Background: an optimization exercise with open tools, aiming at small area. Do not read the settings as production practice. Where RTL was checked, it was by simulation tests only, not by an equivalence proof against the original. No activity file was given, so power comes from the tool's default toggle rates.

==> run a <==
Design ipc_rx_deframer, start of the top module:
module ipc_rx_deframer (
    input  wire       clk,
    input  wire       rst,         
    input  wire       s_valid,
    output wire       s_ready,
    input  wire [7:0] s_data,
    output reg        m_valid,
    input  wire       m_ready,
    output reg  [7:0] m_data,
    output reg        m_last,
    output reg        hdr_err,     
    output reg        crc_err      
);
==> module ipc_rx_deframer, before the edit <==
module ipc_rx_deframer (
    input  wire       clk,
    input  wire       rst,         
    input  wire       s_valid,
    output wire       s_ready,
    input  wire [7:0] s_data,
    output reg        m_valid,
    input  wire       m_ready,
    output reg  [7:0] m_data,
    output reg        m_last,
    output reg        hdr_err,     
    output reg        crc_err      
);
    localparam integer K  = 4;           
    localparam integer D  = 35;          
    localparam integer DL = 32;
    localparam integer R  = (K - 1) * D + DL;    
    localparam integer JW = 2;           
    localparam integer OW = 6;           
    localparam [1:0] S_SEARCH = 2'd0, S_PARSE = 2'd1, S_DELIVER = 2'd2;
    function [15:0] crc_byte;
        input [15:0] acc_in;
        input [7:0]  b;
        integer k;
        reg [15:0] acc;
        begin
            acc = acc_in ^ {b, 8'h00};
            for (k = 0; k < 8; k = k + 1)
                acc = acc[15] ? ((acc << 1) ^ 16'h1021) : (acc << 1);
            crc_byte = acc;
        end
    endfunction
    function at_tap;
        input [JW+OW-1:0] p;
        begin
            if (p[JW+OW-1:OW] == K - 1)
                at_tap = (p[OW-1:0] == DL - 1);
            else
                at_tap = (p[OW-1:0] == D - 1);
        end
    endfunction
    function [JW+OW-1:0] rot;
        input [JW+OW-1:0] p;
        begin
            if (at_tap(p))
                rot = {(p[JW+OW-1:OW] == K - 1) ? {JW{1'b0}} : p[JW+OW-1:OW] + 1'b1, {OW{1'b0}}};
            else
                rot = {p[JW+OW-1:OW], p[OW-1:0] + 1'b1};
        end
    endfunction
    reg  [JW+OW-1:0] hp, cp, tp;       
    reg              full;
    reg       ib_v;
    reg [7:0] ib;
    wire wr     = ib_v && at_tap(tp) && !full;      
    assign s_ready = !ib_v || wr;
    wire accept = s_valid && s_ready;
    always @(posedge clk) begin
        if (rst)
            ib_v <= 1'b0;
        else
            ib_v <= accept || (ib_v && !wr);
        if (accept)
            ib <= s_data;
    end
    reg [8*R-1:0] ring;
    integer s;
    always @(posedge clk) begin
        for (s = 0; s < R; s = s + 1) begin
            if (s % D == 0) begin
                if (wr && tp[JW+OW-1:OW] == ((s / D + K - 1) % K))
                    ring[8*s +: 8] <= ib;
                else
                    ring[8*s +: 8] <= ring[8*((s + R - 1) % R) +: 8];
            end else begin
                ring[8*s +: 8] <= ring[8*(s - 1) +: 8];
            end
        end
    end
    reg [7:0] rdata;
    integer t;
    always @(*) begin
        rdata = ring[8*(D-1) +: 8];
        for (t = 1; t < K; t = t + 1)
            if (cp[JW+OW-1:OW] == t)
                rdata = ring[8*((t == K - 1) ? R - 1 : t*D + D-1) +: 8];
    end
    reg [1:0]  state;
    reg        inhdr;
    reg [1:0]  ms;              
    reg [7:0]  idx;
    reg        hi_nz;           
    reg [15:0] crc;
    wire avail = (cp != tp) || full;
    wire go    = at_tap(cp) && avail;
    wire take  = go && (state != S_DELIVER || !m_valid || m_ready);
    wire        len_bad = hi_nz || (rdata[7] && rdata[6:0] != 7'd0);
    wire        f_lenlo = inhdr && idx == 8'd0;
    wire        f_last  = !inhdr && idx == 8'd0;
    wire [15:0] crc_n   = crc_byte(crc, rdata);
    reg drop, jump;
    always @(*) begin
        drop = take && (state != S_PARSE);
        jump = take && state == S_PARSE && ((f_lenlo && len_bad) || f_last);
    end
    wire [JW+OW-1:0] hp_n = drop ? hp : rot(hp);
    wire [JW+OW-1:0] tp_n = wr ? tp : rot(tp);
    wire [JW+OW-1:0] cp_n = jump ? hp_n : (take ? cp : rot(cp));
    always @(posedge clk) begin
        if (rst) begin
            hp   <= {(JW+OW){1'b0}};
            cp   <= {(JW+OW){1'b0}};
            tp   <= {(JW+OW){1'b0}};
            full <= 1'b0;
        end else begin
            hp <= hp_n;
            cp <= cp_n;
            tp <= tp_n;
            if (wr && !drop)
                full <= (tp_n == hp_n);
            else if (drop && !wr)
                full <= 1'b0;
        end
    end
    always @(posedge clk) begin
        if (rst) begin
            state   <= S_SEARCH;
            ms      <= 2'd0;
            m_valid <= 1'b0;
            hdr_err <= 1'b0;
            crc_err <= 1'b0;
        end else begin
            hdr_err <= take && state == S_PARSE && f_lenlo && len_bad;
            crc_err <= take && state == S_PARSE && f_last && crc_n != 16'd0;
            if (m_valid && m_ready)
                m_valid <= 1'b0;
            if (take) begin
                case (state)
                    S_SEARCH: begin
                        if (rdata == 8'hFF)
                            ms <= 2'd1;
                        else if (ms == 2'd1 && rdata == 8'h55)
                            ms <= 2'd2;
                        else begin
                            ms <= 2'd0;
                            if (ms == 2'd2 && rdata == 8'hAA)
                                state <= S_PARSE;
                        end
                    end
                    S_PARSE: begin
                        if (f_lenlo && len_bad)
                            state <= S_SEARCH;
                        if (f_last)
                            state <= (crc_n == 16'd0) ? S_DELIVER : S_SEARCH;
                    end
                    default: begin    
                        m_valid <= 1'b1;
                        if (f_last)
                            state <= S_SEARCH;
                    end
                endcase
            end
        end
    end
    always @(posedge clk) begin
        if (take) begin
            if (state == S_SEARCH) begin
                inhdr <= 1'b1;
                idx   <= 8'd6;
                crc   <= 16'd0;
            end else begin
                if (f_lenlo) begin
                    inhdr <= 1'b0;
                    idx   <= rdata + 8'd1;
                end else if (f_last) begin
                    inhdr <= 1'b1;
                    idx   <= 8'd6;
                end else
                    idx   <= idx - 8'd1;
                if (inhdr && idx == 8'd1)
                    hi_nz <= (rdata != 8'd0);
                crc <= crc_n;
            end
            if (state == S_DELIVER) begin
                m_data <= rdata;
                m_last <= f_last;
            end
        end
    end
endmodule
clock: 12.0 ns
lec_check: 0
abc_area: 1
cap_margin: 20
core_margin: 2
core_utilization: 60
cts_buf_list: sky130_fd_sc_hd__clkbuf_8
cts_cluster_diameter: 50
cts_cluster_size: 20
place_density: 0.75
slew_margin: 20
standard.sh (not shown) runs the stock make flow with config.mk's settings and CLKGATE_MAP_FILE= SYNTH_SCRIPT=/design/flow/synth_recipe.tcl, a recipe that flattens the netlist after the stock synthesis.
==> flow/flow/run.sh <==
#!/bin/bash
# The standard layout (standard.sh), with two changes to how it is made:
#  - CTS adds no dummy loads (sink clustering as in config.mk);
#  - ports are buffered with the smallest buffer.
export CTS_ARGS="-sink_clustering_enable -repair_clock_nets -dont_use_dummy_load -buf_list sky130_fd_sc_hd__clkbuf_8 -sink_clustering_size 20 -sink_clustering_max_diameter 50"
export BUFFER_PORTS_ARGS="-buffer_cell sky130_fd_sc_hd__buf_1"
bash standard.sh > standard.log 2>&1
==> run b (differences from run a) <==
--- a/flow/design.v
+++ b/flow/design.v
@@ -6,14 +6,14 @@
     input  wire [7:0] s_data,
     output reg        m_valid,
     input  wire       m_ready,
-    output reg  [7:0] m_data,
-    output reg        m_last,
-    output reg        hdr_err,     
-    output reg        crc_err      
+    output wire [7:0] m_data,
+    output wire       m_last,
+    output wire       hdr_err,     
+    output wire       crc_err      
 );
-    localparam integer K  = 4;           
-    localparam integer D  = 35;          
-    localparam integer DL = 32;
+    localparam integer K  = 3;           
+    localparam integer D  = 46;          
+    localparam integer DL = 45;
     localparam integer R  = (K - 1) * D + DL;    
     localparam integer JW = 2;           
     localparam integer OW = 6;           
@@ -30,22 +30,41 @@
             crc_byte = acc;
         end
     endfunction
+    function [OW-1:0] lfsr_step;
+        input [OW-1:0] x;
+        begin
+            lfsr_step = {x[OW-2:0], x[OW-1] ^ x[OW-2]};
+        end
+    endfunction
+    function [OW-1:0] lfsr_adv;
+        input [OW-1:0] x;
+        input integer  n;
+        integer i;
+        begin
+            lfsr_adv = x;
+            for (i = 0; i < n; i = i + 1)
+                lfsr_adv = lfsr_step(lfsr_adv);
+        end
+    endfunction
+    localparam [OW-1:0] O_START   = 1;
+    localparam [OW-1:0] O_TAP     = lfsr_adv(O_START, D - 1);
+    localparam [OW-1:0] O_START_L = lfsr_adv(O_START, D - DL);
+    localparam [OW-1:0] O_PRETAP  = lfsr_adv(O_START, D - 2);    
     function at_tap;
         input [JW+OW-1:0] p;
         begin
-            if (p[JW+OW-1:OW] == K - 1)
-                at_tap = (p[OW-1:0] == DL - 1);
-            else
-                at_tap = (p[OW-1:0] == D - 1);
+            at_tap = (p[OW-1:0] == O_TAP);
         end
     endfunction
     function [JW+OW-1:0] rot;
         input [JW+OW-1:0] p;
         begin
             if (at_tap(p))
-                rot = {(p[JW+OW-1:OW] == K - 1) ? {JW{1'b0}} : p[JW+OW-1:OW] + 1'b1, {OW{1'b0}}};
+                rot = (p[JW+OW-1:OW] == K - 1) ? {{JW{1'b0}}, O_START} :
+                      (p[JW+OW-1:OW] == K - 2) ? {p[JW+OW-1:OW] + 1'b1, O_START_L} :
+                                                 {p[JW+OW-1:OW] + 1'b1, O_START};
             else
-                rot = {p[JW+OW-1:OW], p[OW-1:0] + 1'b1};
+                rot = {p[JW+OW-1:OW], lfsr_step(p[OW-1:0])};
         end
     endfunction
     reg  [JW+OW-1:0] hp, cp, tp;       
@@ -91,12 +110,17 @@
     reg [7:0]  idx;
     reg        hi_nz;           
     reg [15:0] crc;
-    wire avail = (cp != tp) || full;
+    wire avail = !(at_tap(tp) && cp[JW+OW-1:OW] == tp[JW+OW-1:OW]) || full;
     wire go    = at_tap(cp) && avail;
-    wire take  = go && (state != S_DELIVER || !m_valid || m_ready);
+    wire take  = go && (!m_valid || m_ready);
+    assign m_data = crc[7:0];
+    assign m_last = (state != S_DELIVER);
+    reg err;
+    assign hdr_err = err && inhdr;
+    assign crc_err = err && !inhdr;
     wire        len_bad = hi_nz || (rdata[7] && rdata[6:0] != 7'd0);
     wire        f_lenlo = inhdr && idx == 8'd0;
-    wire        f_last  = !inhdr && idx == 8'd0;
+    wire        f_last  = !inhdr && idx == 8'hFF;
     wire [15:0] crc_n   = crc_byte(crc, rdata);
     reg drop, jump;
     always @(*) begin
@@ -108,16 +132,16 @@
     wire [JW+OW-1:0] cp_n = jump ? hp_n : (take ? cp : rot(cp));
     always @(posedge clk) begin
         if (rst) begin
-            hp   <= {(JW+OW){1'b0}};
-            cp   <= {(JW+OW){1'b0}};
-            tp   <= {(JW+OW){1'b0}};
+            hp   <= {{JW{1'b0}}, O_START};
+            cp   <= {{JW{1'b0}}, O_START};
+            tp   <= {{JW{1'b0}}, O_START};
             full <= 1'b0;
         end else begin
             hp <= hp_n;
             cp <= cp_n;
             tp <= tp_n;
             if (wr && !drop)
-                full <= (tp_n == hp_n);
+                full <= (hp[OW-1:0] == O_PRETAP) && (hp[JW+OW-1:OW] == tp[JW+OW-1:OW]);
             else if (drop && !wr)
                 full <= 1'b0;
         end
@@ -127,11 +151,9 @@
             state   <= S_SEARCH;
             ms      <= 2'd0;
             m_valid <= 1'b0;
-            hdr_err <= 1'b0;
-            crc_err <= 1'b0;
+            err     <= 1'b0;
         end else begin
-            hdr_err <= take && state == S_PARSE && f_lenlo && len_bad;
-            crc_err <= take && state == S_PARSE && f_last && crc_n != 16'd0;
+            err     <= jump && !(f_last && crc_n == 16'd0);
             if (m_valid && m_ready)
                 m_valid <= 1'b0;
             if (take) begin
@@ -170,21 +192,20 @@
                 crc   <= 16'd0;
             end else begin
                 if (f_lenlo) begin
-                    inhdr <= 1'b0;
-                    idx   <= rdata + 8'd1;
+                    inhdr <= len_bad;           
+                    idx   <= rdata;
                 end else if (f_last) begin
-                    inhdr <= 1'b1;
+                    inhdr <= (crc_n == 16'd0);  
                     idx   <= 8'd6;
                 end else
                     idx   <= idx - 8'd1;
                 if (inhdr && idx == 8'd1)
                     hi_nz <= (rdata != 8'd0);
-                crc <= crc_n;
+                if (state == S_DELIVER)
+                    crc[7:0] <= rdata;
+                else
+                    crc <= crc_n;
             end
-            if (state == S_DELIVER) begin
-                m_data <= rdata;
-                m_last <= f_last;
-            end
         end
     end
 endmodule
==> flow/flow/run.sh (replaced) <==
#!/bin/bash
# The standard layout (standard.sh), with two changes to how it is made:
#  - CTS adds no dummy loads and uses a smaller root buffer;
#  - ports are buffered with the smallest buffer.
export CTS_ARGS="-sink_clustering_enable -repair_clock_nets -dont_use_dummy_load -buf_list sky130_fd_sc_hd__clkbuf_8 -root_buf sky130_fd_sc_hd__clkbuf_2 -sink_clustering_size 21 -sink_clustering_max_diameter 50"
export BUFFER_PORTS_ARGS="-buffer_cell sky130_fd_sc_hd__buf_1"
bash standard.sh > standard.log 2>&1
ABC_AREA = unset   (was 1)
==> run c (differences from run a) <==
--- a/flow/design.v
+++ b/flow/design.v
@@ -11,13 +11,14 @@
     output reg        hdr_err,     
     output reg        crc_err      
 );
-    localparam integer K  = 4;           
-    localparam integer D  = 35;          
-    localparam integer DL = 32;
+    localparam integer K  = 6;           
+    localparam integer D  = 23;          
+    localparam integer DL = 22;
     localparam integer R  = (K - 1) * D + DL;    
-    localparam integer JW = 2;           
-    localparam integer OW = 6;           
+    localparam integer JW = 3;           
+    localparam integer OW = 5;           
     localparam [1:0] S_SEARCH = 2'd0, S_PARSE = 2'd1, S_DELIVER = 2'd2;
+    localparam [1:0] F_HDR = 2'd0, F_PAY = 2'd1, F_CHI = 2'd2, F_CLO = 2'd3;
     function [15:0] crc_byte;
         input [15:0] acc_in;
         input [7:0]  b;
@@ -86,26 +87,50 @@
                 rdata = ring[8*((t == K - 1) ? R - 1 : t*D + D-1) +: 8];
     end
     reg [1:0]  state;
-    reg        inhdr;
+    reg [1:0]  fld;             
     reg [1:0]  ms;              
-    reg [7:0]  idx;
+    reg [7:0]  idx;             
     reg        hi_nz;           
+    reg        chi_ok;          
     reg [15:0] crc;
     wire avail = (cp != tp) || full;
     wire go    = at_tap(cp) && avail;
     wire take  = go && (state != S_DELIVER || !m_valid || m_ready);
-    wire        len_bad = hi_nz || (rdata[7] && rdata[6:0] != 7'd0);
-    wire        f_lenlo = inhdr && idx == 8'd0;
-    wire        f_last  = !inhdr && idx == 8'd0;
-    wire [15:0] crc_n   = crc_byte(crc, rdata);
-    reg drop, jump;
+    reg [1:0] fld_n;
+    reg [7:0] idx_n;
     always @(*) begin
+        fld_n = fld;
+        idx_n = idx;
+        case (fld)
+            F_HDR: begin
+                if (idx == 8'd6) begin
+                    idx_n = rdata;
+                    fld_n = (rdata == 8'd0) ? F_CHI : F_PAY;
+                end else
+                    idx_n = idx + 8'd1;
+            end
+            F_PAY: begin
+                idx_n = idx - 8'd1;
+                if (idx == 8'd1) fld_n = F_CHI;
+            end
+            F_CHI: fld_n = F_CLO;
+            default: fld_n = F_HDR;
+        endcase
+    end
+    wire len_bad = hi_nz || (rdata[7] && rdata[6:0] != 7'd0);
+    reg drop, jump, cons;
+    always @(*) begin
+        cons = take;
         drop = take && (state != S_PARSE);
-        jump = take && state == S_PARSE && ((f_lenlo && len_bad) || f_last);
+        jump = 1'b0;
+        if (take && state == S_PARSE) begin
+            if (fld == F_HDR && idx == 8'd6 && len_bad) jump = 1'b1;
+            if (fld == F_CLO) jump = 1'b1;    
+        end
     end
     wire [JW+OW-1:0] hp_n = drop ? hp : rot(hp);
     wire [JW+OW-1:0] tp_n = wr ? tp : rot(tp);
-    wire [JW+OW-1:0] cp_n = jump ? hp_n : (take ? cp : rot(cp));
+    wire [JW+OW-1:0] cp_n = jump ? hp_n : (cons ? cp : rot(cp));
     always @(posedge clk) begin
         if (rst) begin
             hp   <= {(JW+OW){1'b0}};
@@ -125,13 +150,20 @@
     always @(posedge clk) begin
         if (rst) begin
             state   <= S_SEARCH;
+            fld     <= F_HDR;
             ms      <= 2'd0;
+            idx     <= 8'd0;
+            hi_nz   <= 1'b0;
+            chi_ok  <= 1'b0;
+            crc     <= 16'd0;
             m_valid <= 1'b0;
+            m_data  <= 8'd0;
+            m_last  <= 1'b0;
             hdr_err <= 1'b0;
             crc_err <= 1'b0;
         end else begin
-            hdr_err <= take && state == S_PARSE && f_lenlo && len_bad;
-            crc_err <= take && state == S_PARSE && f_last && crc_n != 16'd0;
+            hdr_err <= 1'b0;
+            crc_err <= 1'b0;
             if (m_valid && m_ready)
                 m_valid <= 1'b0;
             if (take) begin
@@ -143,48 +175,49 @@
                             ms <= 2'd2;
                         else begin
                             ms <= 2'd0;
-                            if (ms == 2'd2 && rdata == 8'hAA)
+                            if (ms == 2'd2 && rdata == 8'hAA) begin
                                 state <= S_PARSE;
+                                fld   <= F_HDR;
+                                idx   <= 8'd0;
+                                crc   <= 16'd0;
+                            end
                         end
                     end
                     S_PARSE: begin
-                        if (f_lenlo && len_bad)
-                            state <= S_SEARCH;
-                        if (f_last)
-                            state <= (crc_n == 16'd0) ? S_DELIVER : S_SEARCH;
+                        fld <= fld_n;
+                        idx <= idx_n;
+                        if (fld == F_HDR || fld == F_PAY)
+                            crc <= crc_byte(crc, rdata);
+                        if (fld == F_HDR && idx == 8'd5)
+                            hi_nz <= (rdata != 8'd0);
+                        if (fld == F_CHI)
+                            chi_ok <= (rdata == crc[15:8]);
+                        if (fld == F_HDR && idx == 8'd6 && len_bad) begin
+                            hdr_err <= 1'b1;
+                            state   <= S_SEARCH;
+                        end
+                        if (fld == F_CLO) begin
+                            fld <= F_HDR;
+                            idx <= 8'd0;
+                            if (chi_ok && rdata == crc[7:0])
+                                state <= S_DELIVER;
+                            else begin
+                                crc_err <= 1'b1;
+                                state   <= S_SEARCH;
+                            end
+                        end
                     end
                     default: begin    
+                        fld     <= fld_n;
+                        idx     <= idx_n;
                         m_valid <= 1'b1;
-                        if (f_last)
+                        m_data  <= rdata;
+                        m_last  <= (fld == F_CLO);
+                        if (fld == F_CLO)
                             state <= S_SEARCH;
                     end
                 endcase
             end
         end
     end
-    always @(posedge clk) begin
-        if (take) begin
-            if (state == S_SEARCH) begin
-                inhdr <= 1'b1;
-                idx   <= 8'd6;
-                crc   <= 16'd0;
-            end else begin
-                if (f_lenlo) begin
-                    inhdr <= 1'b0;
-                    idx   <= rdata + 8'd1;
-                end else if (f_last) begin
-                    inhdr <= 1'b1;
-                    idx   <= 8'd6;
-                end else
-                    idx   <= idx - 8'd1;
-                if (inhdr && idx == 8'd1)
-                    hi_nz <= (rdata != 8'd0);
-                crc <= crc_n;
-            end
-            if (state == S_DELIVER) begin
-                m_data <= rdata;
-                m_last <= f_last;
-            end
-        end
-    end
 endmodule
==> flow/run.sh (new file) <==
#!/bin/bash
# synth_recipe.tcl (not shown) runs the flow's synth.tcl, then flattens the netlist and writes it again
# the make line also repeats each setting of config.mk as NAME=value (left out here)
make -C /OpenROAD-flow-scripts/flow DESIGN_CONFIG=/design/flow/config.mk WORK_HOME=/design/flow/orfs CLKGATE_MAP_FILE= SYNTH_SCRIPT=/design/flow/synth_recipe.tcl finish
ABC_AREA = unset   (was 1)
removed: flow/flow/run.sh
removed: flow/standard.sh
==> qor summary <==
| quantity | run b | run c | run a |
|---|---|---|---|
| Minimum setup slack after placement | 7.27 ns | 6.75 ns | 7.65 ns |
| Buffers excl. clock | 27 | 29 | 27 |
| Launching element of the worst setup path | state[1]$_SDFFE_PP0P_ | tp[5]$_SDFF_PP0_ | tp[7]$_SDFF_PP0_ |
| Synthesized-area fraction occupied by and/or/nand/nor cells | 0.0307 | 0.0542 | 0.0716 |
| Sequential-cell power consumption | 0.00388 W | 0.00391 W | 0.00392 W |
| Number of gates on the worst path with buffers counted | 3 | 5 | 8 |
| Die ar. | 45100 µm² | 48200 µm² | 47300 µm² |
| Shortest clock period the worst path allows after layout | 4.81 ns | 5.14 ns | 4.62 ns |
| Maximum ir drop on the vdd rail | 114 µV | 195 µV | 189 µV |
| Cell Count, Final, Fillers Out | 2164 | 2499 | 2556 |
| Multi-Input Combinational | 303 | 575 | 570 |
| Mean instance size in the synthesized netlist | 17.3 µm² | 15.4 µm² | 14.6 µm² |
| Sequential Power Share | 0.725 | 0.677 | 0.706 |
| Outcome | timing/DRC/antenna clean | timing/DRC/antenna clean | timing/DRC/antenna clean |
| Netlist area before placement | 26000 µm² | 27900 µm² | 27300 µm² |
The RTL of run a and run c was laid out without a check of its function.

## what the ideal ports hide
How much do the figures lean on ideal ports? The routed layouts below were timed once more, with nothing changed but the port constraints. Step 1 assumes that a clkbuf_16 drives the clock port and a buf_2 every other input. Step 2 adds t to the input delays and takes it off the output delays; t is the mean of the earliest and latest rising clock arrival at the registers after step 1. Input paths then give back, and output paths get back, about the clock's delay inside the block. a / b / c = ideal ports / drivers / drivers and shift; a / b = the first two.
run | t, ns | setup WS [ns] | worst setup path at the end
run a | 0.698 | 7.380 / 7.328 / 7.630 | input to register
run b | 1.000 | 7.186 / 7.138 / 7.194 | input to register
run c | 0.708 | 6.857 / 6.807 / 6.778 | input to register
After both steps setup and hold are still met in every run listed. For run c, which loses most, drivers alone change the setup slack by -0.050 ns; drivers and shift together by -0.079 ns.
